Source: an optimization exercise on an open RTL-to-GDS flow (aim: small area, a short achievable clock period and few clock cycles). Production flows keep margins and buffers that such runs may drop. Function was checked by simulation only, so behaviour that the tests miss may differ from the original. Power figures rest on the tool's default switching activity, not on a simulated workload.

<file path="flow/design.v">
module stbrt_encoder (
    input  wire        clk,
    input  wire        rst,
    input  wire        in_valid,
    output wire        in_ready,
    input  wire [15:0] in_word,
    output reg         out_valid,
    input  wire        out_ready,
    output reg  [15:0] out_dur,
    output reg         done,
    output reg  [2:0]  code,
    output reg  [6:0]  count
);
    localparam MSG_CAP    = 12;
    localparam RUNBUF_CAP = 64;
    localparam BIT_PERIOD = 208;
    localparam CODE_OK        = 3'd0;
    localparam CODE_MALFORMED = 3'd2;
    localparam CODE_TOO_LONG  = 3'd3;
    localparam S_IN     = 2'd0;
    localparam S_DECIDE = 2'd1;
    localparam S_EMIT   = 2'd2;
    localparam S_FIN    = 2'd3;
    reg [1:0]  state;
    reg [8:0]  pay [0:MSG_CAP-1];
    reg [3:0]  widx;       
    reg [3:0]  npay;       
    reg        bad;        
    reg [6:0]  nruns;      
    reg [3:0]  pidx;       
    reg [3:0]  bpos;       
    reg        lvl;        
    reg [3:0]  rlen;       
    assign in_ready = (state == S_IN);
    function [3:0] frame_runs;
        input [8:0] p;
        reg [10:0] f;
        integer i;
        begin
            f = {1'b1, p, 1'b0};
            frame_runs = 4'd1;
            for (i = 1; i < 11; i = i + 1)
                if (f[i] != f[i-1])
                    frame_runs = frame_runs + 4'd1;
        end
    endfunction
    wire [10:0] cur_frame = {1'b1, pay[pidx], 1'b0};
    wire        at_end    = (bpos == 4'd11);
    wire        run_ends  = at_end || (cur_frame[bpos] != lvl);
    wire        can_step  = !out_valid || out_ready;
    integer k;
    always @(posedge clk) begin
        if (rst) begin
            state     <= S_IN;
            widx      <= 4'd0;
            npay      <= 4'd0;
            bad       <= 1'b0;
            nruns     <= 7'd0;
            pidx      <= 4'd0;
            bpos      <= 4'd1;
            lvl       <= 1'b0;
            rlen      <= 4'd1;
            out_valid <= 1'b0;
            out_dur   <= 16'd0;
            done      <= 1'b0;
            code      <= 3'd0;
            count     <= 7'd0;
            for (k = 0; k < MSG_CAP; k = k + 1)
                pay[k] <= 9'd0;
        end else begin
            done <= 1'b0;
            case (state)
                S_IN: begin
                    if (in_valid) begin
                        if (in_word == 16'hFFFF) begin
                            npay  <= widx;
                            if (widx == 4'd0)
                                bad <= 1'b1;
                            state <= S_DECIDE;
                        end else if (widx == MSG_CAP) begin
                            bad   <= 1'b1;
                            state <= S_DECIDE;
                        end else begin
                            pay[widx] <= in_word[8:0];
                            if (in_word > 16'h01FF)
                                bad <= 1'b1;
                            if (widx == 4'd0 && !in_word[8])
                                bad <= 1'b1;
                            if (widx != 4'd0 && in_word[8])
                                bad <= 1'b1;
                            nruns <= nruns + frame_runs(in_word[8:0]);
                            widx  <= widx + 4'd1;
                        end
                    end
                end
                S_DECIDE: begin
                    if (bad || nruns > RUNBUF_CAP) begin
                        done  <= 1'b1;
                        code  <= bad ? CODE_MALFORMED : CODE_TOO_LONG;
                        count <= 7'd0;
                        state <= S_IN;
                        widx  <= 4'd0;
                        bad   <= 1'b0;
                        nruns <= 7'd0;
                    end else begin
                        pidx  <= 4'd0;
                        bpos  <= 4'd1;
                        lvl   <= 1'b0;
                        rlen  <= 4'd1;
                        state <= S_EMIT;
                    end
                end
                S_EMIT: begin
                    if (can_step) begin
                        if (run_ends) begin
                            out_valid <= 1'b1;
                            out_dur   <= rlen * BIT_PERIOD;
                            lvl       <= ~lvl;
                            rlen      <= 4'd1;
                        end else begin
                            out_valid <= 1'b0;
                            rlen      <= rlen + 4'd1;
                        end
                        if (at_end) begin
                            bpos <= 4'd1;
                            lvl  <= 1'b0;
                            pidx <= pidx + 4'd1;
                            if (pidx + 4'd1 == npay)
                                state <= S_FIN;
                        end else begin
                            bpos <= bpos + 4'd1;
                        end
                    end
                end
                S_FIN: begin
                    if (can_step) begin
                        out_valid <= 1'b0;
                        done      <= 1'b1;
                        code      <= CODE_OK;
                        count     <= nruns;
                        state     <= S_IN;
                        widx      <= 4'd0;
                        bad       <= 1'b0;
                        nruns     <= 7'd0;
                    end
                end
            endcase
        end
    end
endmodule
module stbrt_decoder (
    input  wire        clk,
    input  wire        rst,
    input  wire        in_valid,
    output wire        in_ready,
    input  wire [15:0] in_dur,
    input  wire        in_last,
    output reg         pay_valid,
    output reg  [8:0]  pay,
    output reg         done,
    output reg  [3:0]  count,
    output reg         corrupt,
    output reg         ovf
);
    localparam MSG_CAP    = 12;
    localparam FRAME_BITS = 11;
    localparam BIT_PERIOD = 208;
    localparam HALF_BIT   = 104;
    reg [3:0]  pos;         
    reg        lvl;         
    reg [10:0] frame;       
    reg [3:0]  nsaved;      
    reg        bad;         
    reg        over;        
    assign in_ready = 1'b1;
    wire [15:0] quo  = in_dur / BIT_PERIOD;
    wire [15:0] rem  = in_dur % BIT_PERIOD;
    wire [16:0] blen = quo + (rem >= HALF_BIT ? 17'd1 : 17'd0);
    wire [17:0] sum       = pos + blen;
    wire        group_end = (sum >= FRAME_BITS) || in_last;
    wire [3:0]  newpos    = (sum >= FRAME_BITS) ? FRAME_BITS[3:0] : sum[3:0];
    reg [10:0] frame_run;
    reg [10:0] frame_fin;
    integer i;
    always @(*) begin
        for (i = 0; i < FRAME_BITS; i = i + 1) begin
            frame_run[i] = (i >= pos && i < newpos) ? lvl : frame[i];
            frame_fin[i] = (i >= pos) ? lvl : frame[i];
        end
    end
    wire       fin_valid = !frame_fin[0] && frame_fin[10];
    wire       keep      = (nsaved < MSG_CAP);
    wire       bad_nx    = bad  | !fin_valid;
    wire       over_nx   = over | !keep;
    wire [3:0] nsaved_nx = keep ? nsaved + 4'd1 : nsaved;
    always @(posedge clk) begin
        if (rst) begin
            pos       <= 4'd0;
            lvl       <= 1'b0;
            frame     <= 11'd0;
            nsaved    <= 4'd0;
            bad       <= 1'b0;
            over      <= 1'b0;
            pay_valid <= 1'b0;
            pay       <= 9'd0;
            done      <= 1'b0;
            count     <= 4'd0;
            corrupt   <= 1'b0;
            ovf       <= 1'b0;
        end else begin
            pay_valid <= 1'b0;
            done      <= 1'b0;
            if (in_valid) begin
                if (group_end) begin
                    pos   <= 4'd0;
                    lvl   <= 1'b0;
                    frame <= 11'd0;
                    if (keep) begin
                        pay_valid <= 1'b1;
                        pay       <= frame_fin[9:1];
                    end
                    if (in_last) begin
                        done    <= 1'b1;
                        count   <= nsaved_nx;
                        corrupt <= bad_nx | over_nx;
                        ovf     <= over_nx;
                        nsaved  <= 4'd0;
                        bad     <= 1'b0;
                        over    <= 1'b0;
                    end else begin
                        nsaved  <= nsaved_nx;
                        bad     <= bad_nx;
                        over    <= over_nx;
                    end
                end else begin
                    pos   <= newpos;
                    lvl   <= ~lvl;
                    frame <= frame_run;
                end
            end
        end
    end
endmodule
module stbrt_msgcodec (
    input  wire        clk,
    input  wire        rst,
    input  wire        enc_in_valid,
    output wire        enc_in_ready,
    input  wire [15:0] enc_in_word,
    output wire        enc_out_valid,
    input  wire        enc_out_ready,
    output wire [15:0] enc_out_dur,
    output wire        enc_done,
    output wire [2:0]  enc_code,
    output wire [6:0]  enc_count,
    input  wire        dec_in_valid,
    output wire        dec_in_ready,
    input  wire [15:0] dec_in_dur,
    input  wire        dec_in_last,
    output wire        dec_pay_valid,
    output wire [8:0]  dec_pay,
    output wire        dec_done,
    output wire [3:0]  dec_count,
    output wire        dec_corrupt,
    output wire        dec_ovf
);
    stbrt_encoder u_enc (
        .clk       (clk),
        .rst       (rst),
        .in_valid  (enc_in_valid),
        .in_ready  (enc_in_ready),
        .in_word   (enc_in_word),
        .out_valid (enc_out_valid),
        .out_ready (enc_out_ready),
        .out_dur   (enc_out_dur),
        .done      (enc_done),
        .code      (enc_code),
        .count     (enc_count)
    );
    stbrt_decoder u_dec (
        .clk       (clk),
        .rst       (rst),
        .in_valid  (dec_in_valid),
        .in_ready  (dec_in_ready),
        .in_dur    (dec_in_dur),
        .in_last   (dec_in_last),
        .pay_valid (dec_pay_valid),
        .pay       (dec_pay),
        .done      (dec_done),
        .count     (dec_count),
        .corrupt   (dec_corrupt),
        .ovf       (dec_ovf)
    );
endmodule
</file>
<file path="flow/run.sh">
#!/bin/bash
# synth_recipe.tcl (not shown) runs the flow's synth.tcl, then flattens the netlist and writes it again
# the make line also repeats each setting of config.mk as NAME=value (left out here)
make -C /OpenROAD-flow-scripts/flow DESIGN_CONFIG=/design/flow/config.mk WORK_HOME=/design/flow/orfs CLKGATE_MAP_FILE= SYNTH_SCRIPT=/design/flow/synth_recipe.tcl finish
</file>
<file path="flow/config.mk">
export PLATFORM = sky130hd
export DESIGN_NAME = stbrt_msgcodec
export DESIGN_NICKNAME = stbrt_msgcodec
export VERILOG_FILES = /design/flow/design.v
export SDC_FILE = /design/flow/constraint.sdc
export NUM_CORES = 4
export LEC_CHECK = 0
export CAP_MARGIN = 20
export CORE_MARGIN = 2
export CORE_UTILIZATION = 40
export SLEW_MARGIN = 20
</file>
<file path="flow/constraint.sdc">
create_clock -name core_clock -period 12.0 [get_ports {clk}]
set_input_delay 2.4000 -clock core_clock [delete_from_list [all_inputs] [get_ports {clk}]]
set_output_delay 2.4000 -clock core_clock [all_outputs]
set_load 0.01 [all_outputs]
</file>
==> impl_metrics.yaml <==
run_status:
  status: "no timing/DRC/antenna violations"
drt:
  viasPerCell: 5.54
  wl_per_cell_microns: 16.9
  drt_iter0_drc: 734
  drc: 0
  vias: 10600
  firstDrtPassIters: 5
  antenna_left: 0
  wirelength_mm: 32.5
timing:
  tightest_slew_ps: 821
  fin_ws_ps: 611
  finalCriticalPeriod_ps: 11390
  fmaxAchievable_ghz: 0.0878
  finalSetupViolCount: 0
  timing.final.max_slew_violations: 0
  period_share_pct: 94.9
  rsz0062_at_grt: "false"
  fin_skew_ps: 14.8
  finalHoldViolCount: 0
  slew_headroom_pct: 45.1
floorplan:
  fp.dieW_microns: 193
  die_area_sq_um: 37100
  io_pins: 85
  core_sq_um: 35300
  die_h_microns: 193
  rows: 69
  initial_core_util_pct: 40.3
final_layout:
  diodes: 0
  drive_gt1_share_pct: 14.0
  layout_common_cells: "edfxtp_1, nand2_1, nor2_1, dfxtp_1, and2_1"
  areaGrowthSynthToFinish_pct: 16.4
  final_cells: 1921
  fin_nets: 1529
  final_common_cell: "edfxtp_1"
synth:
  netlist_area_sq_um: 14200
  synth_xor_area_share_pct: 3.62
  synth-adder-area-share_pct: 4.63
  yosys.area_share.simple_pct: 18.6
  synth-async-reset-ratio_pct: 0
  ys_seq_area_share_pct: 43.4
  synthCells: 1370
  synth_compound_area_share_pct: 14.3
  yosys_warnings: 2
  synth_top_family_by_area: "simple AND/OR/NAND/NOR gates"
  synth_mux_area_share_pct: 11.3
  syn_area_per_cell_sq_um: 10.4
  synth-seq-cells: 237
  ys_types: 96
  synth_flop_cell: "edfxtp_1"
  synth_edf_count: 144
cts:
  clock_sinks: 237
  cts_tree: "built"
  ctsHtreeMaxLevel: 1
  clock_path_buffers: 3
  ctsRootBufferMaster: "clkbuf_16"
  worstSkewPairLatency_ps: 520
  cts_made_buffers: 26
  clkTransAtPathRegs_ps: 60
global_route:
  grt_pass1_vias: 10600
  track_usage_pct: 17.7
  grtUsageMet2_pct: 31.1
  grt_overflow_total: 0
  grt_use_met3_pct: 1.76
  top_usage_layer: "met2"
  met1_usage_pct: 23.7
  grt_pass1_wl_mm: 53.8
  grt_max_degree: 61
  antenna_found_initial: 0
critical_path:
  reg2reg_depth: 10
  cp_max_fo: 14
  slowest_delay_ps: 570
  critPathSlowestCell: "or4_4"
  crit_cells: 38
  end_kind: "flop"
  cp_top_family: "compound AO/OA/AOI/OAI gates"
  worstPathArrival_ps: 11840
  cp-start-kind: "input port"
  worst_ep_required_time_ps: 12450
  crit_type: "in2reg"
  worstSetupStartpoint: "dec_in_dur[13]"
  crit_path_end: "u_dec.frame[3]"
  path_buf_inv: 4
  r2r_end: "u_enc.out_dur[6]"
  reg2reg_slack_ps: 7880
placed_design:
  port_buffers: 71
  numPlacedInstances: 1874
  place_ws_ps: -62.2
  dpl.hpwl_mm: 23.3
  gp_congestion: 0.815
min_path:
  hold_class: "reg2reg"
  holdPathStages: 2
job:
  maxCapViolations: 0
power:
  p_per_area_nw_per_um2: 165
  p_leak_nw: 6.16
  ir_drop_mv: 0.160
## metrics by stage
| step | hold slack, ps | power, mW | TNS (ps) | utilization, % | instance area (sq um) |
|---|---|---|---|---|---|
| 2_1_floorplan | 436 | 1.59 | 0 | - | 14300 |
| 3_3_place_gp | 441 | 1.79 | 0 | 44.0 | 15500 |
| 3_5_place_dp | 455 | 1.81 | -304 | 44.0 | 15500 |
| 4_1_cts | 467 | 2.74 | 0 | 46.8 | 16500 |
| 5_1_grt | 483 | 2.90 | 0 | 47.0 | 16600 |
| 6_report | 458 | 2.73 | 0 | 47.0 | 16600 |
## worst min path at each step
stage / endpoint / from / slack [ps]
after floorplan: u_dec.frame[3] / u_dec.frame[3] / 440
after global placement: u_dec.count[0] / u_dec.count[0] / 440
after detailed placement: u_dec.count[2] / u_dec.count[2] / 460
after CTS: u_dec.count[2] / u_dec.count[2] / 470
after global routing: u_dec.count[0] / u_dec.count[0] / 480
final: u_dec.count[2] / u_dec.count[2] / 460
## flip-flops by register name, summed over array words and instances (netlist names), 7 cells and up, named ones only
| register | cells |
|---|---|
| u_enc.count | 7 |
| u_enc.pay | 144 |
| u_enc.nruns | 7 |
| u_dec.pay | 9 |
| u_enc.out_dur | 8 |
| u_dec.frame | 11 |
## kinds of logic (layout without fill, tap and decap cells)
kind of cell    after synthesis  count (layout)
other cells                   2              19
fa+ha+maj                    51              51
flops                       237             237
compound gates              283             283
simple gates                509             509
mux                         101             101
xor+xnor                     58              58
buf+inv                     129             202
## synthesized netlist by cell type, types with 12 or more instances
cell	n	area (sq um)
dfxtp_1	93	1860
a21oi_1	61	305
and2_1	86	538
clkbuf_1	60	225
buf_4	13	97.6
nand4_1	17	106
nor3_1	56	280
o21ai_0	44	220
ha_1	47	588
nand2b_1	14	87.6
mux4_2	46	1040
mux2_2	12	135
and3_1	25	156
a31oi_1	22	138
edfxtp_1	144	4320
xor2_1	14	123
nand2_1	109	409
o211ai_1	15	113
nor2_1	95	357
nor4_1	22	138
xnor2_1	43	377
mux2i_1	40	400
nand3_1	26	130
inv_1	32	120
## tightest hold or removal path, stage by stage (launching register included)
cell and delay [ps]:
dfxtp_1 310, nand2_1 50, a21oi_1 50
## layout make-up
class,instances,area [sq um]
multi-input combinational,1021,7610
fill,3265,18700
clock buffer,28,679
timing repair buffer,120,1070
clock inverter,19,327
inverter,35,131
sequential,237,6190
tap,461,577
## metal layers
metal	part of all wire [%]	vias up
met3	3.4	37
met2	49	180
met1	46	5175
met4	1.4	0
met5	0	-
li1	-	5251
## where the power goes
part | internal (mW) | switching [mW]
logic | 0.383 | 0.518
registers | 0.891 | 0.0153
clock network | 0.601 | 0.327
## what timing repair did
action,CTS,global route
hold endpoints to repair,0,0
setup buffers,0,0
setup endpoints to repair,0,28
gates resized for setup,0,11
hold buffers,0,0
Testbench counts, summed over its fixed seeds: cycles 20,980.

[static timing again, ports no longer ideal]
How much do the figures lean on ideal ports? The routed layout below was timed once more, with nothing changed but the port constraints. Step 1 sets driving cells, clkbuf_16 on the clock port and buf_2 on the other inputs (assumed; they add their load-dependent delay and slew). Step 2 moves the port delays by t, midway between the first and last clock arrival at a register: inputs arrive t later, outputs are due t later. That takes back most of the time a late clock gives input paths. a / b / c = ideal / step 1 / step 2; a / b = the first two.
t (ns): 0.567
setup slack, ns: 0.611 / 0.641 / 0.074
hold slack, ns: 0.458 / 0.458 / 0.458
worst setup path after step 2: input to register
worst slew at a driven data input, ns: 0.05
After both steps setup and hold are still met in this run. The setup slack of this run moves by +0.030 ns with the drivers and by -0.537 ns with both steps.
